This design comes from an exercise in tuning for small area on the open sky130 flow, not from production work.
Function was checked by simulation only, so behaviour that the tests miss may differ from the original.
Power is estimated from default activity; no workload was simulated.

$ cat design.v
module rtd_crc8_t (
    input  wire [7:0] x,
    output reg  [7:0] y
);
    integer i;
    reg [7:0] c;
    always @* begin
        c = x;
        for (i = 0; i < 8; i = i + 1)
            c = c[0] ? ((c >> 1) ^ 8'h8C) : (c >> 1);
        y = c;
    end
endmodule
module rtd_crc8_frame (
    input  wire [7:0] b1,
    input  wire [7:0] b2,
    input  wire [7:0] b3,
    input  wire [7:0] b4,
    input  wire [7:0] b5,
    output wire [7:0] crc
);
    wire [7:0] c1, c2, c3, c4;
    rtd_crc8_t u1 (.x(b1),      .y(c1));
    rtd_crc8_t u2 (.x(c1 ^ b2), .y(c2));
    rtd_crc8_t u3 (.x(c2 ^ b3), .y(c3));
    rtd_crc8_t u4 (.x(c3 ^ b4), .y(c4));
    rtd_crc8_t u5 (.x(c4 ^ b5), .y(crc));
endmodule
module rtd_ecb (
    input  wire        clk,
    input  wire        rst,         
    input  wire        cmd_valid,
    input  wire [31:0] cmd,
    input  wire        tick,
    input  wire        btn_edge,
    input  wire        smp_valid,
    input  wire [47:0] smp_data,    
    output reg         rsp_valid,
    output reg  [31:0] rsp
);
    localparam [7:0] OP_NOP = 8'h00, OP_CRCCLR = 8'h01, OP_CRCUPD = 8'h02,
                     OP_SETADDR = 8'h04, OP_ERRCLR = 8'h05, OP_TXHDR = 8'h08,
                     OP_TXDAT = 8'h09, OP_RXCLR = 8'h0C, OP_RXPUSH = 8'h0D,
                     OP_RXCHK = 8'h0E, OP_START = 8'h10, OP_GO = 8'h11,
                     OP_STOP = 8'h12, OP_RDREG = 8'h20;
    reg [7:0]  crc_q, self_q;
    reg [4:0]  err_q;
    reg [7:0]  txb1_q, txb2_q, txb3_q, txb4_q, txb5_q;
    reg [7:0]  rxb0_q, rxb1_q, rxb2_q, rxb3_q, rxb4_q, rxb5_q, rxb6_q;
    reg [3:0]  rxn_q;
    reg [7:0]  rxh_q;                  
    reg [31:0] tb_q;
    reg        pend_q;                 
    reg [1:0]  mode_q;
    reg [7:0]  param_q;
    reg        go_q, btn_q, early_q, tmo_q, done_q, seeded_q, peaked_q;
    reg [31:0] go_ts_q, btn_ts_q;
    reg [11:0] ms_q;                   
    reg [6:0]  sub_q;                  
    reg [19:0] fa_q, fb_q;
    reg [7:0]  count_q;
    reg [16:0] energy_q;
    reg [5:0]  sel_q;                  
    reg        tf_q;                   
    wire [31:0] tb_cur = tb_q + {31'd0, pend_q};    
    wire [7:0] op = cmd[31:24];
    wire [7:0] fa_op = cmd[23:16];
    wire [7:0] fb_op = cmd[15:8];
    wire [7:0] fc_op = cmd[7:0];
    wire mode_r = (mode_q == 2'd1);
    wire mode_s = (mode_q == 2'd2);
    wire edge_ok = btn_edge && mode_r && !btn_q && !done_q;
    wire smp_ok = smp_valid && mode_s && !done_q;
    wire signed [15:0] smp_a = smp_data[47:32];
    wire signed [15:0] smp_b = smp_data[31:16];
    wire [19:0] a20 = {{4{smp_a[15]}}, smp_a};
    wire [19:0] b20 = {{4{smp_b[15]}}, smp_b};
    wire [19:0] fa_upd = seeded_q ? (fa_q - {{4{fa_q[19]}}, fa_q[19:4]} + a20) : {smp_a, 4'd0};
    wire [19:0] fb_upd = seeded_q ? (fb_q - {{4{fb_q[19]}}, fb_q[19:4]} + b20) : {smp_b, 4'd0};
    wire [16:0] da = {smp_a[15], smp_a} - {fa_upd[19], fa_upd[19:4]};
    wire [16:0] db = {smp_b[15], smp_b} - {fb_upd[19], fb_upd[19:4]};
    wire [15:0] abs_da = da[16] ? (16'd0 - da[15:0]) : da[15:0];
    wire [15:0] abs_db = db[16] ? (16'd0 - db[15:0]) : db[15:0];
    wire [16:0] energy = {1'b0, abs_da} + {1'b0, abs_db};
    wire       peaked_b = seeded_q & peaked_q;
    wire [7:0] count_b  = seeded_q ? count_q : 8'd0;
    wire       arm      = !peaked_b && (energy > 17'd8000);
    wire       cnt      = peaked_b && (energy < 17'd3000);
    wire       peaked_l = arm ? 1'b1 : cnt ? 1'b0 : peaked_b;
    wire [7:0] count_l  = count_b + {7'd0, cnt};
    wire       smp_done = smp_ok && go_q && (count_l >= param_q);
    wire early_e = early_q | (edge_ok & ~go_q);
    wire done_e  = done_q | (edge_ok & go_q) | smp_done;
    wire rdreg_ok = (fa_op <= 8'h0C) || (fa_op >= 8'h10 && fa_op <= 8'h16) ||
                    (fa_op >= 8'h18 && fa_op <= 8'h21);
    reg legal;
    always @* begin
        case (op)
            OP_NOP, OP_CRCCLR, OP_ERRCLR, OP_RXCLR, OP_RXCHK, OP_GO, OP_STOP:
                legal = (cmd[23:0] == 24'd0);
            OP_CRCUPD, OP_SETADDR, OP_RXPUSH:
                legal = (cmd[15:0] == 16'd0);
            OP_RDREG:
                legal = (cmd[15:0] == 16'd0) && rdreg_ok;
            OP_TXHDR:
                legal = 1'b1;
            OP_TXDAT:
                legal = (fa_op == 8'd0);
            OP_START:
                legal = (fc_op == 8'd0) && (fa_op == 8'd1 || fa_op == 8'd2);
            default:
                legal = 1'b0;
        endcase
    end
    wire cv       = cmd_valid && legal;
    wire c_crcclr = cv && op == OP_CRCCLR;
    wire c_crcupd = cv && op == OP_CRCUPD;
    wire c_setadr = cv && op == OP_SETADDR;
    wire c_errclr = cv && op == OP_ERRCLR;
    wire c_txhdr  = cv && op == OP_TXHDR;
    wire c_txdat  = cv && op == OP_TXDAT;
    wire c_rxclr  = cv && op == OP_RXCLR;
    wire c_rxpush = cv && op == OP_RXPUSH;
    wire c_rxchk  = cv && op == OP_RXCHK;
    wire c_start  = cv && op == OP_START;
    wire c_go     = cv && op == OP_GO;
    wire c_stop   = cv && op == OP_STOP;
    wire c_rdreg  = cv && op == OP_RDREG;
    wire c_clear  = c_start || c_stop;
    wire go_new   = c_go && (mode_q != 2'd0) && !go_q && !done_e;
    wire [7:0] t_out;
    rtd_crc8_t u_t (.x((c_rxpush ? rxh_q : crc_q) ^ fa_op), .y(t_out));
    wire       e_len   = (rxn_q != 4'd7);
    wire       e_start = (rxn_q == 4'd0) || (rxb0_q != 8'h0A);
    wire       e_crc   = (rxh_q != 8'd0);
    wire       e_dest  = (rxn_q <= 4'd1) ? (self_q != 8'd0)
                                         : ((rxb1_q != self_q) && (rxb1_q != 8'hFF));
    wire [2:0] cause   = e_len ? 3'd1 : e_start ? 3'd2 : e_crc ? 3'd3 : e_dest ? 3'd4 : 3'd0;
    wire [31:0] rxstat = {21'd0, cause, 3'b000, e_dest, e_crc, e_start, e_len, (cause == 3'd0)};
    wire done_c = c_clear ? 1'b0 : (done_e | (go_new & mode_r & early_e));
    wire lim = mode_r ? (ms_q == 12'd999) : (ms_q == 12'd2999);
    wire fire = tick && go_q && !c_clear && !done_c && lim && (sub_q == 7'd99);
    wire cnt_inc = tick && !done_c;
    wire [7:0] tx_crc;
    rtd_crc8_frame u_tx_crc (
        .b1(txb1_q), .b2(txb2_q), .b3(txb3_q), .b4(txb4_q), .b5(txb5_q),
        .crc(tx_crc)
    );
    always @(posedge clk) begin
        if (edge_ok) btn_ts_q <= tb_cur;
        if (go_new) go_ts_q <= tb_cur;
        if (smp_ok) begin
            fa_q     <= fa_upd;
            fb_q     <= fb_upd;
            energy_q <= energy;
            peaked_q <= go_q ? peaked_l : peaked_b;
            count_q  <= go_q ? count_l : count_b;
        end
        if (go_new) begin
            ms_q  <= 12'd0;
            sub_q <= {6'd0, cnt_inc};
        end else if (cnt_inc) begin
            if (sub_q == 7'd99) begin
                sub_q <= 7'd0;
                ms_q  <= ms_q + 12'd1;
            end else begin
                sub_q <= sub_q + 7'd1;
            end
        end
        if (c_rxpush) begin
            case (rxn_q)
                4'd0: rxb0_q <= fa_op;
                4'd1: rxb1_q <= fa_op;
                4'd2: rxb2_q <= fa_op;
                4'd3: rxb3_q <= fa_op;
                4'd4: rxb4_q <= fa_op;
                4'd5: rxb5_q <= fa_op;
                4'd6: rxb6_q <= fa_op;
                default: ;
            endcase
        end
        tf_q  <= fire;
        sel_q <= c_rdreg ? fa_op[5:0] : c_rxchk ? 6'h20 : 6'h0F;
        rsp_valid <= cmd_valid && !rst;
        if (rst) begin
            crc_q <= 8'h00; self_q <= 8'hFF; err_q <= 5'd0;
            txb1_q <= 8'd0; txb2_q <= 8'd0; txb3_q <= 8'd0; txb4_q <= 8'd0; txb5_q <= 8'd0;
            rxn_q <= 4'd0; rxh_q <= 8'd0;
            tb_q <= 32'd0; pend_q <= 1'b0;
            mode_q <= 2'd0; param_q <= 8'd0;
            go_q <= 1'b0; btn_q <= 1'b0; early_q <= 1'b0; tmo_q <= 1'b0; done_q <= 1'b0;
            seeded_q <= 1'b0;
        end else begin
            tb_q   <= tb_cur;
            pend_q <= tick;
            if (cmd_valid && !legal) err_q[0] <= 1'b1;
            if (c_errclr) err_q <= 5'd0;
            if (c_rxchk) err_q <= err_q | rxstat[5:1];
            if (c_crcclr) crc_q <= 8'h00;
            if (c_crcupd) crc_q <= t_out;
            if (c_setadr) self_q <= fa_op;
            if (c_txhdr) begin txb1_q <= fa_op; txb2_q <= fb_op; txb3_q <= fc_op; end
            if (c_txdat) begin txb4_q <= fb_op; txb5_q <= fc_op; end
            if (c_rxclr) begin rxn_q <= 4'd0; rxh_q <= 8'd0; end
            if (c_rxpush) begin
                rxn_q <= (rxn_q < 4'd7) ? rxn_q + 4'd1 : 4'd8;
                if (rxn_q >= 4'd1 && rxn_q <= 4'd6) rxh_q <= t_out;
            end
            btn_q    <= c_clear ? 1'b0 : (btn_q | edge_ok);
            early_q  <= c_clear ? 1'b0 : early_e;
            seeded_q <= c_clear ? 1'b0 : (seeded_q | smp_ok);
            go_q     <= c_clear ? 1'b0 : (go_q | go_new);
            done_q   <= done_c | fire;
            tmo_q    <= c_clear ? 1'b0 : (tmo_q | fire);
            if (c_start) begin mode_q <= fa_op[1:0]; param_q <= fb_op; end
            if (c_stop)  begin mode_q <= 2'd0;       param_q <= 8'd0;  end
        end
    end
    wire done_r = done_q & ~tf_q;
    wire tmo_r  = tmo_q & ~tf_q;
    wire [1:0] phase = (mode_q == 2'd0) ? 2'd0 : done_r ? 2'd3 : go_q ? 2'd2 : 2'd1;
    wire [31:0] status = {21'd0, seeded_q, peaked_b, done_r, tmo_r, early_q,
                          btn_q, go_q, phase, mode_q};
    wire [15:0] result = !done_r ? 16'd0 : (tmo_r | early_q) ? 16'hFFFF : {4'd0, ms_q};
    wire [7:0] rxm0 = (rxn_q > 4'd0) ? rxb0_q : 8'd0;
    wire [7:0] rxm1 = (rxn_q > 4'd1) ? rxb1_q : 8'd0;
    wire [7:0] rxm2 = (rxn_q > 4'd2) ? rxb2_q : 8'd0;
    wire [7:0] rxm3 = (rxn_q > 4'd3) ? rxb3_q : 8'd0;
    wire [7:0] rxm4 = (rxn_q > 4'd4) ? rxb4_q : 8'd0;
    wire [7:0] rxm5 = (rxn_q > 4'd5) ? rxb5_q : 8'd0;
    wire [7:0] rxm6 = (rxn_q > 4'd6) ? rxb6_q : 8'd0;
    always @* begin
        case (sel_q)
            6'h00: rsp = {24'd0, crc_q};
            6'h01: rsp = {24'd0, self_q};
            6'h02: rsp = {27'd0, err_q};
            6'h03: rsp = status;
            6'h04: rsp = tb_q;
            6'h05: rsp = go_q ? go_ts_q : 32'd0;
            6'h06: rsp = btn_q ? btn_ts_q : 32'd0;
            6'h07: rsp = {16'd0, result};
            6'h08: rsp = {24'd0, param_q};
            6'h09: rsp = {16'd0, count_b, mode_s ? param_q : 8'd0};
            6'h0A: rsp = seeded_q ? {{12{fa_q[19]}}, fa_q} : 32'd0;
            6'h0B: rsp = seeded_q ? {{12{fb_q[19]}}, fb_q} : 32'd0;
            6'h0C: rsp = seeded_q ? {15'd0, energy_q} : 32'd0;
            6'h10: rsp = 32'h0000000A;
            6'h11: rsp = {24'd0, txb1_q};
            6'h12: rsp = {24'd0, txb2_q};
            6'h13: rsp = {24'd0, txb3_q};
            6'h14: rsp = {24'd0, txb4_q};
            6'h15: rsp = {24'd0, txb5_q};
            6'h16: rsp = {24'd0, tx_crc};
            6'h18: rsp = {24'd0, rxm0};
            6'h19: rsp = {24'd0, rxm1};
            6'h1A: rsp = {24'd0, rxm2};
            6'h1B: rsp = {24'd0, rxm3};
            6'h1C: rsp = {24'd0, rxm4};
            6'h1D: rsp = {24'd0, rxm5};
            6'h1E: rsp = {24'd0, rxm6};
            6'h1F: rsp = {28'd0, rxn_q};
            6'h20: rsp = rxstat;
            6'h21: rsp = {16'd0, rxm4, rxm5};
            default: rsp = 32'd0;
        endcase
    end
endmodule
$ cat constraint.sdc
create_clock -name core_clock -period 30.0 [get_ports {clk}]
set_input_delay 6.0000 -clock core_clock [delete_from_list [all_inputs] [get_ports {clk}]]
set_output_delay 6.0000 -clock core_clock [all_outputs]
set_load 0.01 [all_outputs]
$ cat run.sh
#!/bin/bash
# synth_recipe.tcl (not shown) runs the flow's synth.tcl, then flattens the netlist and writes it again
# the make line also repeats each setting of config.mk as NAME=value (left out here)
make -C /OpenROAD-flow-scripts/flow DESIGN_CONFIG=/design/flow/config.mk WORK_HOME=/design/flow/orfs CLKGATE_MAP_FILE= SYNTH_SCRIPT=/design/flow/synth_recipe.tcl finish
$ cat config.mk
export PLATFORM = sky130hd
export DESIGN_NAME = rtd_ecb
export DESIGN_NICKNAME = rtd_ecb
export VERILOG_FILES = /design/flow/design.v
export SDC_FILE = /design/flow/constraint.sdc
export NUM_CORES = 4
export LEC_CHECK = 0
export CAP_MARGIN = 20
export CORE_MARGIN = 2
export CORE_UTILIZATION = 70
export CTS_BUF_LIST = sky130_fd_sc_hd__clkbuf_4 sky130_fd_sc_hd__clkbuf_8
export PLACE_DENSITY = 0.8
export SLEW_MARGIN = 20
==> impl_results.md, run 1 <==
* Worst R2R Setup Slack at 15.38 ns
* Synth cell types at 100
* Antenna cells at 0
* Commonest cells in the netlist: nand2_1, inv_1, edfxtp_1
* Final hold vios at 0
* Pre-CTS WS at 9.90 ns
* Synth Net Count at 2768
* Clock buffer count from CTS at 55
* Initial Util at 0.711
* Fraction of layout cells with a size suffix above 1 at 0.0724
* Clock sink total at 334
* Max Clock Skew at 0.0424 ns
* Height of the die at 186 um
* Sum of negative setup slack at 0 ns
* Top-area cell type share of the netlist area at 0.243
* DRC viols at 0
* Worst-margin pin slew at 1.24 ns
* LEAKAGE at 9.88 nW
* Initial antenna violation count at 0
* Placeable Area at 32500 um2
* Worst path required time at 30.58 ns
* Synthesis Warnings at 2
* EDFF count, synth at 187
* Num ports at 119
* Cell with the most instances after synthesis: nand2_1
* Primary FF master, synth: edfxtp_1
* CTS tree: built
* H-tree depth at 2
* Multi-input combinational cell area at 13400 um2
* Core Rows at 66
* Cell Area, Synth at 23100 um2
* Number of max-cap violations at 0
* Critical path endpoint category: flip-flop
* GP Congestion at 1.03
* Pins over their slew limit at 0
* Ranking of synthesized cells by area: edfxtp_1, dfxtp_1, xnor2_1
* WL/cell at 24.7 um
* R2R Path Start: fb_q[1]
* DRT Pass-1 Iters at 7
* Die ar. at 34500 um2
* Final worst path period share at 0.671
* First-pass GRT wire length at 116 mm
* Total Routing Usage GR at 0.444
* Post-CTS setup buffer count at 0
* Synth Register Bits at 334
* Largest net degree at the start of global routing at 87
* Sequential share of the synthesized area at 0.370
* CTS clock-pin slew for the worst setup and hold paths at 0.07 ns
* Root buf cell: clkbuf_8
* Min cycle time layout at 20.12 ns
* Detailed Place HPWL at 55.2 mm
* PwrDens at 48.9 nW/um2
* Post-CTS Resized at 0
* Sum of routed wire length over all layers at 77.1 mm
* Cts hold-fix bufs at 0
* Worst rel slew slack at 0.165
* Critical Path Max Stage Delay at 0.81 ns
* Vias in the first global route at 20300
* Global route overflow at 0
* Status: timing/DRC/antenna clean
* Nets at 2862
* Fill cell total of the finished layout at 2112
* Cell taking the most area after synthesis: edfxtp_1
* Hold path startpoint: rxh_q[7]
* Area growth syn-to-layout at 11.7%
* Max Fclk at 49.7 MHz
* Crit path kind: primary input to flip-flop
* Hold Crit Class: flip-flop to flip-flop
* Bufs on Longest Clock Path at 3
* Critical path launch point type: primary input
* Worst EP arrival at 20.70 ns
* Critical path's most frequent cell: a21o_1
* FF+latch area at 8560 um2
* Via-to-Cell Ratio at 6.90
* Max Fanout on Critical Path at 16
* Hold endpoint: rxh_q[7]
* Slowest CP cell: a211oi_1
* Die width at 186 um
* Min-Delay Path Depth at 2
* Via count at 21500
* Register-to-Register Path Depth at 51
* Worst-Skew Late Latency at 0.69 ns
* DRT iter0 DRCs at 3245
* Reg2reg end: ms_q[9]
* I/O Buffers at 102
* Gate Count Post-Synth at 2538
* Final setup fails at 0
* Max VDD drop at 0.0000426 V
* Post-route antenna net violation count at 0
* Syn avg cell area at 9.11 um2
* Worst setup margin at 9.88 ns
* Async S/R FF share, synth at 0
* RSZ-0062 raised after global routing: false
==> power breakdown <==
group	switching [mW]	internal, mW	leakage [nW]
logic	0.184	0.118	6.37
clock network	0.204	0.257	0.670
registers	0.00551	0.495	2.83
total	0.394	0.870	9.88
==> layout make-up <==
class | count | area share
Clock buffer | 86 | 0.0402
Multi-Input combinational cell | 1893 | 0.520
Tap cell | 442 | 0.0214
Timing Repair Buffer | 129 | 0.0472
Inverter | 219 | 0.0318
Clock inverter | 18 | 0.00847
Sequential cell | 334 | 0.331
==> flip-flops by register name (all words and copies together) (netlist names), 12 cells and up <==
| name | flops |
|---|---|
| fb_q | 20 |
| energy_q | 17 |
| btn_ts_q | 32 |
| go_ts_q | 32 |
| ms_q | 12 |
| tb_q | 32 |
| fa_q | 20 |
==> how the worst max path moves through the flow <==
stage                             from  endpoint  slack [ns]  cells after the start
final                     smp_data[18]   ms_q[9]        9.88                     53
after global routing      smp_data[17]   ms_q[9]        9.10                     56
after CTS                 smp_data[18]   ms_q[9]       10.40                     53
after detailed placement  smp_data[17]   ms_q[9]        9.90                     52
after global placement    smp_data[17]   ms_q[9]       10.22                     52
after floorplan           smp_data[17]   ms_q[9]       13.07                     56
==> through the flow <==
stage	hold WS [ns]	total power [mW]	cell area [um2]	utilization	std cells
after floorplan	0.445	0.720	23100	-	2538
after global placement	0.466	0.785	24600	0.755	3017
after detailed placement	0.481	0.798	24600	0.755	3017
after CTS	0.490	1.25	25800	0.794	3121
after global routing	0.523	1.30	25800	0.794	3121
final	0.489	1.26	25800	0.794	3121
==> logic make-up (layout without fill, tap and decap cells) <==
logic type | Yosys count | count (layout) | share of synthesized area
and+or+nand+nor | 815 | 815 | 0.175
DFF | 334 | 334 | 0.370
AOI/OAI and AO/OA | 626 | 626 | 0.191
xor gates and xnor gates | 261 | 261 | 0.102
adders and majority gates | 145 | 145 | 0.0913
muxes | 46 | 46 | 0.0201
buffers and inverters | 311 | 452 | 0.0514
==> placed cells by master, fill, tap and decap left out, types with 23 or more instances in the layout <==
cell,count
xor2_1,89
nand2b_1,24
buf_4,27
a21oi_1,135
a22oi_1,44
nor2_1,167
nor3_1,48
a222oi_1,46
nand3_1,71
nor4_1,27
dfxtp_1,146
nand2_1,252
and2_1,49
clkdlybuf4s50_1,101
a21o_1,37
inv_1,217
xnor2_1,167
mux2i_1,42
nor2b_1,28
a221oi_1,24
clkbuf_8,63
clkbuf_4,23
o21a_1,26
ha_1,104
nand4_1,38
fa_1,40
o21ai_0,121
or3_1,24
edfxtp_1,187
==> per-layer routing <==
layer | track usage | wire length, um
met1 | 0.607 | 29200
met2 | 0.656 | 32900
met3 | 0.123 | 11100
met4 | 0.199 | 3910
met5 | 0 | 0
==> critical path: cells and delay by family <==
family / cells / cell delay, ns
buffers and inverters: 4 / 0.91
and+or+nand+nor: 9 / 2.27
xor gates and xnor gates: 2 / 0.34
adders and majority gates: 8 / 2.79
AOI/OAI and AO/OA: 30 / 8.38
==> run 2: changes to the inputs <==
--- a/config.mk
+++ b/config.mk
@@ -7,7 +7,5 @@
 export LEC_CHECK = 0
 export CAP_MARGIN = 20
 export CORE_MARGIN = 2
-export CORE_UTILIZATION = 70
-export CTS_BUF_LIST = sky130_fd_sc_hd__clkbuf_4 sky130_fd_sc_hd__clkbuf_8
-export PLACE_DENSITY = 0.8
+export CORE_UTILIZATION = 40
 export SLEW_MARGIN = 20
==> run 2 against run 1 <==
Effect of this change: maximum frequency grew 0.23%; die area is 73% higher; first-iteration DRC count down 31%; largest cell class unchanged; synthesized cell count did not move; total power is 6.6% higher; worst setup slack improved by 0.046 ns; critical path depth up 2; highest routed layer is now met5; flip-flop and latch count unchanged.
==> impl_results.md, run 2 <==
* Status: timing/DRC/antenna clean
* Hold path startpoint: sub_q[4]
* Height of the die at 244 um (+32%)
* Sequential share of the synthesized area at 0.370 (unchanged)
* Core Rows at 88 (+33%)
* DRC viols at 0 (unchanged)
* Largest regs: btn_ts_q x32, go_ts_q x32, tb_q x32
* GP Congestion at 1.00 (-3.3%)
* Final worst path period share at 0.669 (-0.00152)
* Via count at 20200 (-6.3%)
* Slowest CP cell: a211oi_1
* Max Fanout on Critical Path at 16 (unchanged)
* Root buf cell: clkbuf_16
* Most common cell after layout, fill and taps aside: nand2_1
* Clock sink total at 334 (unchanged)
* I/O Buffers at 102 (unchanged)
* Critical path launch point type: primary input
* Clock buffer count from CTS at 41 (-25%)
* LEAKAGE at 9.94 nW (+0.58%)
* Post-CTS Resized at 0 (unchanged)
* Async S/R FF share, synth at 0 (unchanged)
* Die width at 244 um (+32%)
* Min cycle time layout at 20.08 ns (-0.0457 ns)
* Num ports at 119 (unchanged)
* Antenna cells at 0 (unchanged)
* Fraction of layout cells with a size suffix above 1 at 0.0574 (-0.0150)
* Die ar. at 59800 um2 (+73%)
* EDFF count, synth at 187 (unchanged)
* CTS clock-pin slew for the worst setup and hold paths at 0.06 ns (about the same)
* PwrDens at 50.9 nW/um2 (+4.1%)
* Top-area cell type share of the netlist area at 0.243 (unchanged)
* Primary FF master, synth: edfxtp_1
* Number of max-cap violations at 0 (unchanged)
* Worst rel slew slack at 0.251 (+0.0852)
* H-tree depth at 2 (unchanged)
* Worst EP arrival at 20.56 ns (-0.14 ns)
* Critical path's most frequent cell: a21o_1
* Fin Hold WS at 0.482 ns (-0.00708 ns)
* Register-to-Register Path Depth at 50 (-2.0%)
* Cell Area, Synth at 23100 um2 (unchanged)
* Synth Register Bits at 334 (unchanged)
* Commonest cells in the netlist: nand2_1, inv_1, edfxtp_1
* Crit path from: smp_data[17]
* Synth cell types at 100 (unchanged)
* Max Clock Skew at 0.0201 ns (-0.0223 ns)
* Min-Delay Path Depth at 2 (unchanged)
* Gate Count Post-Synth at 2538 (unchanged)
* Syn avg cell area at 9.11 um2 (unchanged)
* First-pass GRT wire length at 116 mm (-0.33%)
* Total Routing Usage GR at 0.251 (-0.192)
* Worst path required time at 30.49 ns (-0.09 ns)
* RSZ-0062 raised after global routing: false
* Sum of routed wire length over all layers at 76.6 mm (-0.64%)
* Synth Net Count at 2768 (unchanged)
* Nets at 2846 (-0.56%)
* Crit path kind: primary input to flip-flop
* Vias in the first global route at 19300 (-4.5%)
* CTS tree: built
* Largest net degree at the start of global routing at 68 (-22%)
* Cell with the most instances after synthesis: nand2_1
* DRT Pass-1 Iters at 7 (unchanged)
* Final setup fails at 0 (unchanged)
* Area growth syn-to-layout at 14.5%
* Post-CTS setup buffer count at 0 (unchanged)
* Max Fclk at 49.8 MHz (+0.23%)
* Global route overflow at 0 (unchanged)
* Critical Path Max Stage Delay at 0.86 ns (+0.05 ns)
* Bufs on Longest Clock Path at 3 (unchanged)
* Cts hold-fix bufs at 0 (unchanged)
* Ranking of synthesized cells by area: edfxtp_1, dfxtp_1, xnor2_1
* Hold Crit Class: flip-flop to flip-flop
* Pins over their slew limit at 0 (unchanged)
* WL/cell at 22.4 um (-9.2%)
* Cell taking the most area after synthesis: edfxtp_1
* Initial Util at 0.402 (-0.308)
* R2R Path Start: fb_q[1]
* Initial antenna violation count at 2 (+2)
* Critical path endpoint category: flip-flop
* Placeable Area at 57500 um2 (+77%)
* Worst-margin pin slew at 1.12 ns (-0.122 ns)
* Final hold vios at 0 (unchanged)
* DRT iter0 DRCs at 2225 (-31%)
* Detailed Place HPWL at 57.3 mm (+3.9%)
* Max VDD drop at 0.0000396 V (-7.2%)
* Via-to-Cell Ratio at 5.91 (-14%)
* Synthesis Warnings at 2 (unchanged)
* Post-route antenna net violation count at 0 (unchanged)
* Sum of negative setup slack at 0 ns (unchanged)
* Worst-Skew Late Latency at 0.58 ns (-0.11 ns)
* Most frequent cells in the layout: nand2_1, inv_1, edfxtp_1
[run 2: cell counts after synthesis]
Identical to the previous run, type by type.
[run 2: metal layers]
metal / global-route usage / part of all wire
met5: 0 / 0.00029
met4: 0.0734 / 0.028
met2: 0.385 / 0.43
met3: 0.0635 / 0.094
met1: 0.349 / 0.44
[run 2: power by group]
group | internal [mW] | total (mW) | leakage, nW | switching, mW
clock network | 0.347 | 0.561 | 0.736 | 0.214
registers | 0.495 | 0.499 | 2.83 | 0.00453
logic | 0.117 | 0.288 | 6.36 | 0.171
total | 0.958 | 1.35 | 9.94 | 0.390
[run 2: area by class of cell]
cell class                 instances  area (um2)
fill                            5504       31000
multi-input combinational       1893       13400
sequential                       334        8560
timing repair buffer             127        1200
clock buffer                      56        1180
tap                              765         957
inverter                         219         825
clock inverter                    20         337
[run 2: final timing paths]
check | endpoint | slack (ns)
worst min-delay path | sub_q[4] | 0.48
worst max register to register | ms_q[9] | 15.56
worst max-delay path | ms_q[9] | 9.92
worst min register to register | sub_q[4] | 0.48
[run 2: kinds of logic (layout without fill, tap and decap cells)]
group	after synthesis	in the layout	synth area share
simple gates	815	815	0.175
mux	46	46	0.0201
flops	334	334	0.370
buf+inv	311	422	0.0514
xor+xnor	261	261	0.102
compound gates	626	626	0.191
fa+ha+maj	145	145	0.0913
[run 2: worst max-delay path, delay by kind of cell]
| family | cells | cell delay (ns) |
|---|---|---|
| AO/OA/AOI/OAI | 30 | 8.35 |
| adder cells (fa/ha/maj) | 7 | 2.60 |
| AND/OR/NAND/NOR | 10 | 2.01 |
| buffers and inverters | 4 | 0.89 |
| XOR/XNOR | 3 | 0.52 |
| multiplexers | 1 | 0.20 |
[run 2: through the flow]
stage	util	setup slack [ns]	power [mW]	area, um2	instances
final	0.461	9.92	1.35	26500	3414
after global routing	0.461	8.96	1.40	26500	3414
after CTS	0.461	10.10	1.35	26500	3414
after detailed placement	0.434	9.61	0.790	25000	3338
after global placement	0.434	9.89	0.783	24900	3338
after floorplan	-	13.07	0.720	23100	2538

## re-timing with driven ports
In the flow no input, the clock included, has a driving cell. The finished layouts below were timed again as built, in two steps.
Step 1 assumes that a clkbuf_16 drives the clock port and a buf_2 every other input.
Step 2 times the ports against the registers' clock, not the clock port: input delays grow and output delays shrink by t, the midpoint of the rising clock arrivals with the driver on.
Slacks: ideal / step 1 / step 2; pairs: ideal / step 1.
run	shift t [ns]	slack for setup (ns)	worst setup path after step 2
run 1	0.722	9.877 / 9.893 / 9.170	input to register
run 2	0.627	9.923 / 9.953 / 9.326	input to register
After both steps setup and hold are still met in every run listed. The setup slack of run 1, which loses most, moves by +0.016 ns with the drivers and by -0.707 ns with both steps.
